What follows belongs to an exercise in optimizing a design on an open flow for small area, a short achievable clock period and few clock cycles; a production flow would make more cautious choices. The RTL was checked by simulation tests, not by an equivalence proof against the original design. No activity file was given, so power comes from the tool's default toggle rates.

== job 6821 ==
Design frame_codec, start of the top module:
module frame_codec (
    input  wire       clk,
    input  wire       rst,
    input  wire       enc_valid,
    input  wire [7:0] enc_data,
    output wire       enc_ready,
    output wire       tx_valid,
    output wire [7:0] tx_data,
    output wire       tx_last,
    input  wire       tx_ready,
    input  wire       rx_valid,
    input  wire [7:0] rx_data,
    input  wire       rx_last,
    output wire       rx_ready,
    output wire       body_valid,
    output wire [7:0] body_data,
    input  wire       body_ready,
    output wire       res_valid,
    output wire [2:0] res_cause,
    input  wire       res_ready
);
Settings: LEC_CHECK=0, ABC_AREA=1, ABC_CLOCK_PERIOD_IN_PS=2000, CAP_MARGIN=20, CORE_MARGIN=2, CORE_UTILIZATION=40, SETUP_SLACK_MARGIN=2.35, SLEW_MARGIN=20, TNS_END_PERCENT=0, BUFFER_PORTS_ARGS=-buffer_cell sky130_fd_sc_hd__buf_1, CTS_ARGS=-sink_clustering_enable -repair_clock_nets -buf_list sky130_fd_sc_hd__clkbuf_8 -dont_use_dummy_load; clock period 4.0 ns.
standard.sh (not shown) runs the stock make flow with config.mk's settings and CLKGATE_MAP_FILE= SYNTH_SCRIPT=/design/flow/synth_recipe.tcl, a recipe that flattens the netlist after the stock synthesis.
==> flow/flow/run.sh <==
#!/bin/bash
# Standard ORFS layout with three changes:
#  - synthesis is the standard flow's own script, except that the ABC mapping step runs
#    flow/deep.abc (deeper AIG optimisation, area mapping) in place of
#    abc_area.script; registers are mapped before ABC and are untouched,
#  - the port buffers are inserted as small buf_1 cells (the resizer still
#    upsizes any that timing needs),
#  - clock tree synthesis with clkbuf_8 and no dummy loads.
# Each tool's log is under orfs/logs; make's output is in standard.log.
set -euo pipefail
cat >> config.mk <<'CFG'
export BUFFER_PORTS_ARGS = -buffer_cell sky130_fd_sc_hd__buf_1
export CTS_ARGS = -sink_clustering_enable -repair_clock_nets -buf_list sky130_fd_sc_hd__clkbuf_8 -dont_use_dummy_load
CFG
export MY_ABC_SCRIPT="$PWD/flow/deep.abc"
{
  cat <<'TCL'
proc abc {args} {
  set i [lsearch -exact $args -script]
  if {$i >= 0} { set args [lreplace $args [expr {$i+1}] [expr {$i+1}] $::env(MY_ABC_SCRIPT)] }
  yosys abc {*}$args
}
TCL
  cat synth_recipe.tcl
} > my_synth.tcl
sed "s|SYNTH_SCRIPT=[^ ]*synth_recipe.tcl|SYNTH_SCRIPT=$PWD/my_synth.tcl|" standard.sh > my_standard.sh
grep -q "SYNTH_SCRIPT=$PWD/my_synth.tcl" my_standard.sh
bash my_standard.sh > standard.log 2>&1
==> flow/flow/deep.abc <==
strash
&get -n
&deepsyn -T 60
&put
dch
map -B 0.9
topo
stime -c
buffer -c
upsize -c
dnsize -c
Job 6821 closes out successfully: all stages finished, all timing, DRC and antenna checks passed.
Testbench counts of job 6821, summed over its fixed seeds: cycles 4,443.
Inputs modified between job 6821 and job 4884:
==> flow/flow/run.sh <==
#!/bin/bash
# Standard ORFS layout with small port buffers and no CTS dummy loads.
set -euo pipefail
cat >> config.mk <<'CFG'
export BUFFER_PORTS_ARGS = -buffer_cell sky130_fd_sc_hd__buf_1
export CTS_ARGS = -sink_clustering_enable -repair_clock_nets -buf_list sky130_fd_sc_hd__clkbuf_8 -dont_use_dummy_load
CFG
bash standard.sh > standard.log 2>&1
--- a/flow/config.mk
+++ b/flow/config.mk
@@ -12,3 +12,3 @@
 export CORE_UTILIZATION = 40
-export SETUP_SLACK_MARGIN = 2.35
+export SETUP_SLACK_MARGIN = 2.2
 export SLEW_MARGIN = 20
removed: flow/flow/deep.abc
Every stage of the flow completed for job 4884, and the final layout passed the timing, DRC and antenna checks. For routability congestion estimate, dividing the value from job 4884 by the value from job 6821 gives 0.917. Comparing job 4884 with job 6821, the mean number of vias per cell came out essentially unchanged. Compared with job 6821, job 4884 shows effective utilization at floorplan lower by 0.21 points. Against job 6821, final worst hold slack in job 4884 came out better. Comparing job 4884 and job 6821, critical path depth is lower on job 4884. Of job 4884 and job 6821, it is job 4884 that has the lower met1 wire length. Summary: with job 6821 as the reference, overall routed net length in job 4884 moved up by a few percent. Compared with job 6821, job 4884 is more frugal on power. Logic gate share of total power delta for job 4884 relative to job 6821: 0.5 points lower.
> inputs changed (job 4884 -> job 3725)
--- a/flow/flow/run.sh
+++ b/flow/flow/run.sh
@@ -1,3 +1,10 @@
 #!/bin/bash
-# Standard ORFS layout with small port buffers and no CTS dummy loads.
+# Standard ORFS layout with three changes:
+#  - synthesis is the standard flow's own script, except that the ABC mapping step runs
+#    flow/deep.abc (deeper AIG optimisation, area mapping) in place of
+#    abc_area.script; registers are mapped before ABC and are untouched,
+#  - the port buffers are inserted as small buf_1 cells (the resizer still
+#    upsizes any that timing needs),
+#  - clock tree synthesis with clkbuf_8 and no dummy loads.
+# Each tool's log is under orfs/logs; make's output is in standard.log.
 set -euo pipefail
@@ -7,2 +14,15 @@
 CFG
-bash standard.sh > standard.log 2>&1
+export MY_ABC_SCRIPT="$PWD/flow/deep.abc"
+{
+  cat <<'TCL'
+proc abc {args} {
+  set i [lsearch -exact $args -script]
+  if {$i >= 0} { set args [lreplace $args [expr {$i+1}] [expr {$i+1}] $::env(MY_ABC_SCRIPT)] }
+  yosys abc {*}$args
+}
+TCL
+  cat synth_recipe.tcl
+} > my_synth.tcl
+sed "s|SYNTH_SCRIPT=[^ ]*synth_recipe.tcl|SYNTH_SCRIPT=$PWD/my_synth.tcl|" standard.sh > my_standard.sh
+grep -q "SYNTH_SCRIPT=$PWD/my_synth.tcl" my_standard.sh
+bash my_standard.sh > standard.log 2>&1
==> flow/flow/deep.abc (new file) <==
strash
&get -n
&deepsyn -T 60
&put
dch
map -B 0.9
topo
stime -c
buffer -c
upsize -c
dnsize -c
--- a/flow/config.mk
+++ b/flow/config.mk
@@ -8,3 +8,3 @@
 export ABC_AREA = 1
-export ABC_CLOCK_PERIOD_IN_PS = 2000
+export ABC_CLOCK_PERIOD_IN_PS = 1500
 export CAP_MARGIN = 20
@@ -12,3 +12,3 @@
 export CORE_UTILIZATION = 40
-export SETUP_SLACK_MARGIN = 2.2
+export SETUP_SLACK_MARGIN = 2.35
 export SLEW_MARGIN = 20
Between job 3725 and job 4884, it is job 3725 whose register clock-pin slew on the reported worst setup and hold paths is higher, by 0.03 ns. Job 3725 vs. job 4884: number of detailed-routing iterations run before antenna repair picked up an extra 2, post-route cell area lost 300 um^2, ratio of cells with drive above 1 in the final layout lost 1.6 points, sequential cell area fraction in the yosys report picked up an extra 1.9 points. Utilization: lower on job 3725. Die outline area was higher in job 4884 than in job 3725. Job 3725 against job 4884; sequential power is up by a few percent.

afterwards: timing with drivers on the ports:
The flow's constraints put no driver on any port. The routed layouts listed below were extracted and timed again, unchanged, in two steps.
Step 1: set_driving_cell puts a clkbuf_16 on clk and a buf_2 on each other input, an assumption about the parent block.
Step 2 moves the port delays by t, midway between the first and last clock arrival at a register: inputs arrive t later, outputs are due t later. That takes back most of the time a late clock gives input paths.
Three values: no drivers, after step 1, after step 2; two values: the first two.
run | t (ns) | setup WS [ns] | worst hold slack (ns) | worst slew at a driven data input, ns
job 6821 | 0.403 | 2.227 / 2.217 / 1.825 | 0.453 / 0.453 / 0.453 | 0.04
job 4884 | 0.406 | 2.233 / 2.200 / 1.838 | 0.461 / 0.461 / 0.461 | 0.05
job 3725 | 0.403 | 2.227 / 2.217 / 1.825 | 0.453 / 0.453 / 0.453 | 0.04
After both steps every run listed still meets setup and hold.
